What follows belongs to an exercise in optimizing a design on an open flow for small area, a short achievable clock period and few clock cycles per item; a production flow would make more cautious choices.
The RTL was checked by simulation tests, not by an equivalence proof against the original design.

==> run F <==
Design fxu64, start of the top module:
module fxu64 (
    input  wire        clk,
    input  wire        rst,
    input  wire        cmd_valid,
    output wire        cmd_ready,
    input  wire [7:0]  cmd_op,
    input  wire [63:0] cmd_a,
    input  wire [63:0] cmd_b,
    input  wire [63:0] cmd_c,
    output wire        busy,
    output reg         done,
    output reg  [63:0] r0,
    output reg  [63:0] r1,
    output reg  [63:0] r2,
    output reg  [7:0]  status
);
make LEC_CHECK=0 CAP_MARGIN=35 CORE_MARGIN=2 CORE_UTILIZATION=35 PLACE_DENSITY=0.5 SETUP_SLACK_MARGIN=5 SLEW_MARGIN=35 finish   # period 15.0 ns
run.sh (not shown) runs the stock make flow with config.mk's settings and CLKGATE_MAP_FILE= SYNTH_SCRIPT=/design/flow/synth_recipe.tcl, a recipe that flattens the netlist after the stock synthesis.
==> inputs of run K, as changes to run F <==
--- a/flow/design.v
+++ b/flow/design.v
@@ -9,17 +9,17 @@
     input  wire [63:0] cmd_c,
     output wire        busy,
     output reg         done,
     output reg  [63:0] r0,
     output reg  [63:0] r1,
     output reg  [63:0] r2,
     output reg  [7:0]  status
 );
-    localparam integer DK = 4;              
+    localparam integer DK = 2;              
     localparam integer MUL_CYC   = 8;
     localparam integer FDIV_CYC  = 64 / DK;
     localparam integer SHDIV_CYC = 96 / DK;
     localparam integer DIVW_CYC  = 128 / DK;
     localparam [63:0] NAN  = 64'h8000_0000_0000_0000;
     localparam [63:0] PINF = 64'h7FFF_FFFF_FFFF_FFFF;
     localparam [63:0] NINF = 64'h8000_0000_0000_0001;
     localparam [7:0] ST_OK = 8'h00, ST_ILL = 8'h03, ST_DZ = 8'h04,
@@ -46,17 +46,17 @@
     wire i_div   = i_pre | i_shdiv;
     wire i_simple = !(i_mul | i_div);
     reg o_mulw, o_fmul, o_divw, o_shdiv, o_fdiv, o_frem;
     reg o_fadd, o_fsub, o_fneg, o_fcmp, o_fclass, o_fconst, o_ill;
     wire o_mul = o_mulw | o_fmul;
     wire last     = (cnt == 7'd0);
     wire mul_it   = st_it && o_mul;
     wire div_it   = st_it && !o_mul;
-    wire complete = st_fin || (mul_it && last);
+    wire complete = st_fin;
     always @(posedge clk) begin
         if (rst) begin
             busy_r <= 1'b0;
             st_pre <= 1'b0;
             st_pre2 <= 1'b0;
             st_it  <= 1'b0;
             st_fin <= 1'b0;
             done   <= 1'b0;
@@ -76,18 +76,17 @@
                     st_pre2 <= 1'b1;
                 end
                 if (st_pre2) begin
                     st_pre2 <= 1'b0;
                     st_it   <= 1'b1;
                 end
                 if (st_it && last) begin
                     st_it  <= 1'b0;
-                    if (o_mul) busy_r <= 1'b0;
-                    else       st_fin <= 1'b1;
+                    st_fin <= 1'b1;
                 end
                 if (st_fin) begin
                     st_fin <= 1'b0;
                     busy_r <= 1'b0;
                 end
             end
         end
     end
@@ -152,52 +151,49 @@
     wire [72:0] c2 = {((q3v & q4v) | (q3v & q5v) | (q4v & q5v)), 1'b0};
     wire [72:0] s3 = s1 ^ c1 ^ s2;
     wire [72:0] c3 = {((s1 & c1) | (s1 & s2) | (c1 & s2)), 1'b0};
     wire [72:0] s4 = s3 ^ c3 ^ c2;
     wire [72:0] c4 = {((s3 & c3) | (s3 & c2) | (c3 & c2)), 1'b0};
     wire [72:0] tm;
     wire        tm_co;
     fxu64_bkadd #(.W(73), .L(7)) u_madd (.a(s4), .b(c4), .ci(bneg[0]), .s(tm), .co(tm_co));
-    reg         c_it, c_fa, c_fadd, c_fd;
+    reg         c_fadd, c_fd;
+    reg  [1:0]  bb;
+    wire        dv_q0;
     always @(posedge clk) begin
-        c_it   <= busy_r && (st_pre2 || (st_it && !last));
-        c_fa   <= !busy_r && (i_fadd || i_fsub || i_fcmp);
         c_fadd <= !busy_r && i_fadd;
         c_fd   <= busy_r && st_it && last && o_fdiv;
+        if (!busy_r)
+            bb <= (i_fadd || i_fsub || i_fcmp) ? cmd_a[1:0] : 2'b00;
+        else if (st_pre2)
+            bb <= o_fdiv ? dq[63:62] : dq[127:126];
+        else if (st_it && !last)
+            bb <= dq[125:124];
+        else
+            bb <= {st_it && o_fdiv && dv_q0, 1'b0};
     end
-    wire [1:0]  bb  = ({2{c_it}} & dq[127:126]) | ({2{c_fa}} & {a1, a0}) |
-                      ({2{c_fd}} & {dq[0], 1'b0});
     wire        mci = !c_fadd;
     wire        mc2 = !c_fd;
     wire [65:0] xa0 = {acc[63:0], bb};
     wire [66:0] t;                        
     wire [66:0] ta2, ta3;
     wire        co1, co2, co3;
     fxu64_bkadd #(.W(67), .L(7)) u_a1 (.a({1'b0, xa0}), .b({3'b111, ~xa}), .ci(mci),
                                        .s(t), .co(co1));
     fxu64_bkadd #(.W(67), .L(7)) u_a2 (.a({1'b0, xa0}), .b({2'b11, ~xa, 1'b1}), .ci(mc2),
                                        .s(ta2), .co(co2));
     fxu64_bkadd #(.W(67), .L(7)) u_a3 (.a({1'b0, xa0}), .b(~{1'b0, d3}), .ci(1'b1),
                                        .s(ta3), .co(co3));
     wire        ka1 = !t[66], ka2 = !ta2[66], ka3 = !ta3[66];
     wire [63:0] ra  = ka3 ? ta3[63:0] : ka2 ? ta2[63:0] : ka1 ? t[63:0] : xa0[63:0];
     wire [1:0]  qa  = {ka2, ka3 | (ka1 & !ka2)};
-    wire [65:0] xb0 = {ra, dq[125:124]};
-    wire [66:0] tb1, tb2, tb3;
-    wire        cb1, cb2, cb3;
-    fxu64_bkadd #(.W(67), .L(7)) u_b1 (.a({1'b0, xb0}), .b({3'b111, ~xa}), .ci(1'b1),
-                                       .s(tb1), .co(cb1));
-    fxu64_bkadd #(.W(67), .L(7)) u_b2 (.a({1'b0, xb0}), .b({2'b11, ~xa, 1'b1}), .ci(1'b1),
-                                       .s(tb2), .co(cb2));
-    fxu64_bkadd #(.W(67), .L(7)) u_b3 (.a({1'b0, xb0}), .b(~{1'b0, d3}), .ci(1'b1),
-                                       .s(tb3), .co(cb3));
-    wire        kb1 = !tb1[66], kb2 = !tb2[66], kb3 = !tb3[66];
-    wire [63:0] dv_r = kb3 ? tb3[63:0] : kb2 ? tb2[63:0] : kb1 ? tb1[63:0] : xb0[63:0];
-    wire [127:0] dv_q = {dq[123:0], qa, kb2, kb3 | (kb1 & !kb2)};
+    wire [63:0]  dv_r = ra;
+    wire [127:0] dv_q = {dq[125:0], qa};
+    assign dv_q0 = dv_q[0];
     wire         n128_s;
     wire         n128_c;
     wire [127:0] n128;
     fxu64_cinc #(.W(128)) u_neg (.x(dq), .inv(n128_s), .ci(n128_c), .y(n128));
     wire [63:0] dmag = sd ? t[63:0] : xa;
     always @(posedge clk) begin
         if (!busy_r) begin
             o_mulw   <= i_mulw;
@@ -299,21 +295,21 @@
             3'd2: kconst = PINF;
             3'd3: kconst = 64'h7FFF_FFFF_FFFF_FFFE;
             3'd4: kconst = 64'h8000_0000_0000_0002;
             3'd5: kconst = 64'h7FFF_FFFF_0000_0000;
             3'd6: kconst = 64'h8000_0001_0000_0000;
             default: kconst = NINF;
         endcase
     end
-    wire [63:0] p_lo   = {tm[7:0], dq[63:8]};        
-    wire [63:0] p_hi   = tm[71:8];                   
-    wire        fm_tie = (dq[39:8] == 32'd0);        
+    wire [63:0] p_lo   = dq[63:0];                   
+    wire [63:0] p_hi   = acc[63:0];                  
+    wire        fm_tie = (p_lo[31:0] == 32'd0);
     wire [63:0] fm_v   = {p_hi[31:0], p_lo[63:33], p_lo[32] & !fm_tie};
-    wire        fm_fit = (tm[72:39] == 34'd0) || (&tm[72:39]);
+    wire        fm_fit = (acc[64:31] == 34'd0) || (&acc[64:31]);
     wire        fm_of  = !fm_fit || (fm_v == PINF) || (fm_v == NAN) || (fm_v == NINF);
     wire        fd_up  = ka2;
     wire        fd_of  = fbig || dq[63] || ((&dq[62:1]) && (dq[0] || fd_up));
     assign n128_s = st_pre ? sn : (o_fdiv | o_divw) & sx;
     assign n128_c = st_pre ? sn : (o_fdiv | o_divw) & (sx ^ (o_fdiv & fd_up));
     wire [63:0] rem_s = sn ? t[63:0] : xa;
     reg [63:0] n0, n1, n2;
     reg [7:0]  nst;
==> flow/flow/run.sh (new file) <==
#!/bin/bash
set -euo pipefail
bash standard.sh SETUP_SLACK_MARGIN=8 finish > run_standard.log 2>&1
==> flow/standard.sh (new file) <==
#!/bin/bash
# synth_recipe.tcl (not shown) runs the flow's synth.tcl, then flattens the netlist and writes it again
# the make line also repeats each setting of config.mk as NAME=value (left out here)
make -C /OpenROAD-flow-scripts/flow DESIGN_CONFIG=/design/flow/config.mk WORK_HOME=/design/flow/orfs CLKGATE_MAP_FILE= SYNTH_SCRIPT=/design/flow/synth_recipe.tcl "${@:-finish}"
==> flow/config.mk (replaced) <==
export PLATFORM = sky130hd
export DESIGN_NAME = fxu64
export DESIGN_NICKNAME = fxu64
export VERILOG_FILES = /design/flow/design.v
export SDC_FILE = /design/flow/constraint.sdc
export NUM_CORES = 4
export LEC_CHECK = 0
export CAP_MARGIN = 35
export CORE_MARGIN = 2
export CORE_UTILIZATION = 35
export PLACE_DENSITY = 0.5
export SLEW_MARGIN = 35
removed: flow/run.sh
==> inputs of run X, as changes to run F <==
--- a/flow/design.v
+++ b/flow/design.v
@@ -9,28 +9,28 @@
     input  wire [63:0] cmd_c,
     output wire        busy,
     output reg         done,
     output reg  [63:0] r0,
     output reg  [63:0] r1,
     output reg  [63:0] r2,
     output reg  [7:0]  status
 );
-    localparam integer DK = 4;              
+    localparam integer DK = 2;              
     localparam integer MUL_CYC   = 8;
     localparam integer FDIV_CYC  = 64 / DK;
     localparam integer SHDIV_CYC = 96 / DK;
     localparam integer DIVW_CYC  = 128 / DK;
     localparam [63:0] NAN  = 64'h8000_0000_0000_0000;
     localparam [63:0] PINF = 64'h7FFF_FFFF_FFFF_FFFF;
     localparam [63:0] NINF = 64'h8000_0000_0000_0001;
     localparam [7:0] ST_OK = 8'h00, ST_ILL = 8'h03, ST_DZ = 8'h04,
                      ST_DZ_ERR = 8'h05, ST_NV = 8'h08, ST_OF = 8'h10;
     reg       busy_r;
-    reg       st_pre, st_pre2, st_it, st_fin;
+    reg       st_pre, st_it, st_fin;
     reg [6:0] cnt;
     assign busy      = busy_r;
     assign cmd_ready = !busy_r && !rst;
     wire i_mulw  = (cmd_op == 8'h00);
     wire i_divw  = (cmd_op == 8'h01);
     wire i_shdiv = (cmd_op == 8'h02);
     wire i_fadd  = (cmd_op == 8'h10);
     wire i_fsub  = (cmd_op == 8'h11);
@@ -46,68 +46,60 @@
     wire i_div   = i_pre | i_shdiv;
     wire i_simple = !(i_mul | i_div);
     reg o_mulw, o_fmul, o_divw, o_shdiv, o_fdiv, o_frem;
     reg o_fadd, o_fsub, o_fneg, o_fcmp, o_fclass, o_fconst, o_ill;
     wire o_mul = o_mulw | o_fmul;
     wire last     = (cnt == 7'd0);
     wire mul_it   = st_it && o_mul;
     wire div_it   = st_it && !o_mul;
-    wire complete = st_fin || (mul_it && last);
+    wire complete = st_fin;
     always @(posedge clk) begin
         if (rst) begin
             busy_r <= 1'b0;
             st_pre <= 1'b0;
-            st_pre2 <= 1'b0;
             st_it  <= 1'b0;
             st_fin <= 1'b0;
             done   <= 1'b0;
         end else begin
             done <= complete;
             if (!busy_r) begin
                 if (cmd_valid) begin
                     busy_r <= 1'b1;
                     st_pre <= i_pre;
-                    st_pre2 <= i_shdiv;
-                    st_it  <= i_mul;
+                    st_it  <= i_mul | i_shdiv;
                     st_fin <= i_simple;
                 end
             end else begin
                 if (st_pre) begin
-                    st_pre  <= 1'b0;
-                    st_pre2 <= 1'b1;
-                end
-                if (st_pre2) begin
-                    st_pre2 <= 1'b0;
-                    st_it   <= 1'b1;
+                    st_pre <= 1'b0;
+                    st_it  <= 1'b1;
                 end
                 if (st_it && last) begin
                     st_it  <= 1'b0;
-                    if (o_mul) busy_r <= 1'b0;
-                    else       st_fin <= 1'b1;
+                    st_fin <= 1'b1;
                 end
                 if (st_fin) begin
                     st_fin <= 1'b0;
                     busy_r <= 1'b0;
                 end
             end
         end
     end
     always @(posedge clk) begin
         if (!busy_r)
-            cnt <= MUL_CYC - 1;
-        else if (st_pre2)
-            cnt <= o_divw ? DIVW_CYC - 1 : o_shdiv ? SHDIV_CYC - 1 : FDIV_CYC - 1;
+            cnt <= i_mul ? MUL_CYC - 1 : SHDIV_CYC - 1;
+        else if (st_pre)
+            cnt <= o_divw ? DIVW_CYC - 1 : FDIV_CYC - 1;
         else
             cnt <= cnt - 7'd1;
     end
     reg [64:0]  acc;
     reg [63:0]  xa;
     reg [127:0] dq;
-    reg [65:0]  d3;               
     reg         a0, a1;           
     reg [3:0]   bone, btwo, bneg;  
     reg         sn, sd;           
     reg         fa_nan, fa_pinf, fa_ninf, fa_zero;
     reg         fb_nan, fb_pinf, fb_ninf, fb_zero;
     reg         fdz;              
     reg         fbig;             
     wire ca_lo0 = (cmd_a[62:1] == 62'd0);
@@ -152,52 +144,54 @@
     wire [72:0] c2 = {((q3v & q4v) | (q3v & q5v) | (q4v & q5v)), 1'b0};
     wire [72:0] s3 = s1 ^ c1 ^ s2;
     wire [72:0] c3 = {((s1 & c1) | (s1 & s2) | (c1 & s2)), 1'b0};
     wire [72:0] s4 = s3 ^ c3 ^ c2;
     wire [72:0] c4 = {((s3 & c3) | (s3 & c2) | (c3 & c2)), 1'b0};
     wire [72:0] tm;
     wire        tm_co;
     fxu64_bkadd #(.W(73), .L(7)) u_madd (.a(s4), .b(c4), .ci(bneg[0]), .s(tm), .co(tm_co));
-    reg         c_it, c_fa, c_fadd, c_fd;
+    reg         c_fadd, c_fd;
+    reg  [1:0]  bb;
+    wire        dv_q0;
     always @(posedge clk) begin
-        c_it   <= busy_r && (st_pre2 || (st_it && !last));
-        c_fa   <= !busy_r && (i_fadd || i_fsub || i_fcmp);
         c_fadd <= !busy_r && i_fadd;
         c_fd   <= busy_r && st_it && last && o_fdiv;
+        if (!busy_r)
+            bb <= (i_fadd || i_fsub || i_fcmp) ? cmd_a[1:0] : i_shdiv ? cmd_a[63:62] : 2'b00;
+        else if (st_pre)
+            bb <= o_fdiv ? n128[63:62] : n128[127:126];
+        else if (st_it && !last)
+            bb <= dq[125:124];
+        else
+            bb <= {st_it && o_fdiv && dv_q0, 1'b0};
     end
-    wire [1:0]  bb  = ({2{c_it}} & dq[127:126]) | ({2{c_fa}} & {a1, a0}) |
-                      ({2{c_fd}} & {dq[0], 1'b0});
     wire        mci = !c_fadd;
     wire        mc2 = !c_fd;
     wire [65:0] xa0 = {acc[63:0], bb};
     wire [66:0] t;                        
     wire [66:0] ta2, ta3;
     wire        co1, co2, co3;
     fxu64_bkadd #(.W(67), .L(7)) u_a1 (.a({1'b0, xa0}), .b({3'b111, ~xa}), .ci(mci),
                                        .s(t), .co(co1));
     fxu64_bkadd #(.W(67), .L(7)) u_a2 (.a({1'b0, xa0}), .b({2'b11, ~xa, 1'b1}), .ci(mc2),
                                        .s(ta2), .co(co2));
-    fxu64_bkadd #(.W(67), .L(7)) u_a3 (.a({1'b0, xa0}), .b(~{1'b0, d3}), .ci(1'b1),
+    wire [66:0] m3a = {1'b0, xa0};
+    wire [66:0] m3b = {3'b111, ~xa};
+    wire [66:0] m3c = {2'b11, ~xa, 1'b1};
+    wire [66:0] m3s = m3a ^ m3b ^ m3c;
+    wire [66:0] m3k = {((m3a & m3b) | (m3a & m3c) | (m3b & m3c)), 1'b1};
+    fxu64_bkadd #(.W(67), .L(7)) u_a3 (.a(m3s), .b(m3k), .ci(1'b1),
                                        .s(ta3), .co(co3));
     wire        ka1 = !t[66], ka2 = !ta2[66], ka3 = !ta3[66];
     wire [63:0] ra  = ka3 ? ta3[63:0] : ka2 ? ta2[63:0] : ka1 ? t[63:0] : xa0[63:0];
     wire [1:0]  qa  = {ka2, ka3 | (ka1 & !ka2)};
-    wire [65:0] xb0 = {ra, dq[125:124]};
-    wire [66:0] tb1, tb2, tb3;
-    wire        cb1, cb2, cb3;
-    fxu64_bkadd #(.W(67), .L(7)) u_b1 (.a({1'b0, xb0}), .b({3'b111, ~xa}), .ci(1'b1),
-                                       .s(tb1), .co(cb1));
-    fxu64_bkadd #(.W(67), .L(7)) u_b2 (.a({1'b0, xb0}), .b({2'b11, ~xa, 1'b1}), .ci(1'b1),
-                                       .s(tb2), .co(cb2));
-    fxu64_bkadd #(.W(67), .L(7)) u_b3 (.a({1'b0, xb0}), .b(~{1'b0, d3}), .ci(1'b1),
-                                       .s(tb3), .co(cb3));
-    wire        kb1 = !tb1[66], kb2 = !tb2[66], kb3 = !tb3[66];
-    wire [63:0] dv_r = kb3 ? tb3[63:0] : kb2 ? tb2[63:0] : kb1 ? tb1[63:0] : xb0[63:0];
-    wire [127:0] dv_q = {dq[123:0], qa, kb2, kb3 | (kb1 & !kb2)};
+    wire [63:0]  dv_r = ra;
+    wire [127:0] dv_q = {dq[125:0], qa};
+    assign dv_q0 = dv_q[0];
     wire         n128_s;
     wire         n128_c;
     wire [127:0] n128;
     fxu64_cinc #(.W(128)) u_neg (.x(dq), .inv(n128_s), .ci(n128_c), .y(n128));
     wire [63:0] dmag = sd ? t[63:0] : xa;
     always @(posedge clk) begin
         if (!busy_r) begin
             o_mulw   <= i_mulw;
@@ -227,18 +221,16 @@
             fdz     <= i_divw ? (cmd_c == 64'd0) : (cmd_b == 64'd0);
             {bneg, btwo, bone} <= bdec({cmd_b[7:0], 1'b0});
             a0      <= cmd_a[0];
             a1      <= cmd_a[1];
             if (i_fmul)
                 acc <= 65'h0_8000_0000;
             else if (i_simple && !i_fneg)
                 acc <= {3'b000, !cmd_a[63], cmd_a[62:2]};
-            else if (i_shdiv)
-                acc <= {1'b0, cmd_b};
             else
                 acc <= 65'd0;
             if (i_mul || i_fneg)
                 xa <= cmd_a;
             else if (i_divw)
                 xa <= cmd_c;
             else if (i_simple)
                 xa <= cmd_b ^ {!i_fadd, {63{i_fadd}}};
@@ -248,24 +240,20 @@
                 dq <= {cmd_b, cmd_a};
             else if (i_shdiv || i_frem)
                 dq <= {cmd_a, 64'd0};
             else if (i_fdiv)
                 dq <= {{32{cmd_a[63]}}, cmd_a, 32'd0};
             else
                 dq <= {cmd_b, cmd_b};
         end else if (st_pre) begin
-            dq   <= n128;
-            acc  <= {1'b0, dmag};
+            dq   <= o_fdiv ? {n128[63:0], 64'd0} : n128;
+            acc  <= o_fdiv ? {1'b0, n128[127:64]} : 65'd0;
             xa   <= dmag;
-        end else if (st_pre2) begin
-            d3   <= t[65:0];
-            dq   <= o_fdiv ? {dq[63:0], 64'd0} : dq;
-            acc  <= o_fdiv ? {1'b0, dq[127:64]} : 65'd0;
-            fbig <= (xa[63:32] == 32'd0) && (dq[95:64] >= xa[31:0]);
+            fbig <= (dmag[63:32] == 32'd0) && (n128[95:64] >= dmag[31:0]);
         end else if (mul_it) begin
             acc   <= tm[72:8];
             dq    <= {dq[127:64], tm[7:0], dq[63:8]};
             {bneg, btwo, bone} <= bdec(dq[15:7]);
         end else begin
             acc <= (last && !o_fdiv) ? 65'd0 : {1'b0, dv_r};
             dq  <= dv_q;
             if (div_it && last && !o_fdiv)
@@ -299,21 +287,21 @@
             3'd2: kconst = PINF;
             3'd3: kconst = 64'h7FFF_FFFF_FFFF_FFFE;
             3'd4: kconst = 64'h8000_0000_0000_0002;
             3'd5: kconst = 64'h7FFF_FFFF_0000_0000;
             3'd6: kconst = 64'h8000_0001_0000_0000;
             default: kconst = NINF;
         endcase
     end
-    wire [63:0] p_lo   = {tm[7:0], dq[63:8]};        
-    wire [63:0] p_hi   = tm[71:8];                   
-    wire        fm_tie = (dq[39:8] == 32'd0);        
+    wire [63:0] p_lo   = dq[63:0];                   
+    wire [63:0] p_hi   = acc[63:0];                  
+    wire        fm_tie = (p_lo[31:0] == 32'd0);
     wire [63:0] fm_v   = {p_hi[31:0], p_lo[63:33], p_lo[32] & !fm_tie};
-    wire        fm_fit = (tm[72:39] == 34'd0) || (&tm[72:39]);
+    wire        fm_fit = (acc[64:31] == 34'd0) || (&acc[64:31]);
     wire        fm_of  = !fm_fit || (fm_v == PINF) || (fm_v == NAN) || (fm_v == NINF);
     wire        fd_up  = ka2;
     wire        fd_of  = fbig || dq[63] || ((&dq[62:1]) && (dq[0] || fd_up));
     assign n128_s = st_pre ? sn : (o_fdiv | o_divw) & sx;
     assign n128_c = st_pre ? sn : (o_fdiv | o_divw) & (sx ^ (o_fdiv & fd_up));
     wire [63:0] rem_s = sn ? t[63:0] : xa;
     reg [63:0] n0, n1, n2;
     reg [7:0]  nst;
==> flow/flow/run.sh (new file) <==
#!/bin/bash
# Own flow: the standard layout (standard.sh: standard synthesis, floorplan,
# placement, CTS, routing, finish), unchanged except for two ORFS knobs:
#  - every input and output port still gets its own buffer, but buffer_ports
#    uses sky130_fd_sc_hd__buf_1 instead of its default delay buffer.
# The clock, the SDC and everything else are the standard flow's. make's full output goes
# to run_standard.log; each ORFS step keeps its own log under orfs/logs.
set -euo pipefail
bash standard.sh SETUP_SLACK_MARGIN=8.3 "BUFFER_PORTS_ARGS=-buffer_cell sky130_fd_sc_hd__buf_1" finish > run_standard.log 2>&1
==> flow/standard.sh (new file) <==
#!/bin/bash
# synth_recipe.tcl (not shown) runs the flow's synth.tcl, then flattens the netlist and writes it again
# the make line also repeats each setting of config.mk as NAME=value (left out here)
make -C /OpenROAD-flow-scripts/flow DESIGN_CONFIG=/design/flow/config.mk WORK_HOME=/design/flow/orfs CLKGATE_MAP_FILE= SYNTH_SCRIPT=/design/flow/synth_recipe.tcl "${@:-finish}"
==> flow/config.mk (replaced) <==
export PLATFORM = sky130hd
export DESIGN_NAME = fxu64
export DESIGN_NICKNAME = fxu64
export VERILOG_FILES = /design/flow/design.v
export SDC_FILE = /design/flow/constraint.sdc
export NUM_CORES = 4
export LEC_CHECK = 0
export CAP_MARGIN = 35
export CORE_MARGIN = 2
export CORE_UTILIZATION = 35
export PLACE_DENSITY = 0.5
export SLEW_MARGIN = 35
removed: flow/run.sh
==> comparison <==
Run F ran to the end with violations: max-capacitance violations, max-slew violations. Run K completed with no timing, DRC or antenna violations. Run X finished clean. In run K the maximum frequency is smaller than in run X, by 4.1%. Critical path depth: run X > run F > run K. The lowest cell count belongs to run X, the highest to run F. Cell area: run X is smaller than run F (18%). Against run K, the worst hold slack of run F is lower by 0.024 ns.
==> figures <==
                                                                      run X                                            run F             run K
GR met1 Demand/Resource                                               0.675                                            0.614             0.648
Outcome                                    no timing/DRC/antenna violations                       complete, but fails checks  no timing/DRC/antenna violations
Violated checks                                                           -  max-capacitance violations, max-slew violations                 -
Total met2 wirelength after detailed routing                      202000 um                                        259000 um         213000 um
End point of the critical path                               fbig$_DFFE_PP_                               r0[8]$_SDFFE_PP0P_  xa[45]$_DFFE_PP_
Final core utilization                                                0.414                                            0.418             0.413
Number of non-clock inverters                                           411                                              527               451
Startpoint of the most critical register-to-register path  xa[50]$_DFFE_PP_                                  dq[0]$_DFFE_PP_    acc[8]$_DFF_P_
Placement Rows                                                          159                                              175               162
R2R cell count                                                           30                                               22                19
Total routing usage reported by global routing                        0.554                                            0.561             0.547
Testbench counts of run F, summed over its fixed seeds: cycles 22,496, commands 2,400.
Testbench counts of run K, summed over its fixed seeds: cycles 35,408, commands 2,400.
Testbench counts of run X, summed over its fixed seeds: cycles 34,829, commands 2,400.

separate check: timing with driven ports:
In the flow no input, the clock included, has a driving cell. The finished layouts below were timed again as built, in two steps.
Step 1, drivers: a clkbuf_16 drives clk and a buf_2 each remaining input, both assumed.
Step 2, shift: input delay + t, output delay - t, t = (earliest + latest rising clock arrival at the registers) / 2. This alone moves slack from input paths to output paths.
Three values: ideal, step 1, step 2; two values: the first two.
run | t (ns) | setup WS [ns] | clock arrival spread, ns
run F | 0.882 | 4.803 / 4.803 / 4.803 | 0.069 / 0.068
run K | 0.869 | 7.742 / 7.742 / 7.155 | 0.037 / 0.037
run X | 0.887 | 8.038 / 8.038 / 7.555 | 0.055 / 0.055
The setup slack of run K, which loses most, moves by 0.000 ns with the drivers and by -0.587 ns with both steps.
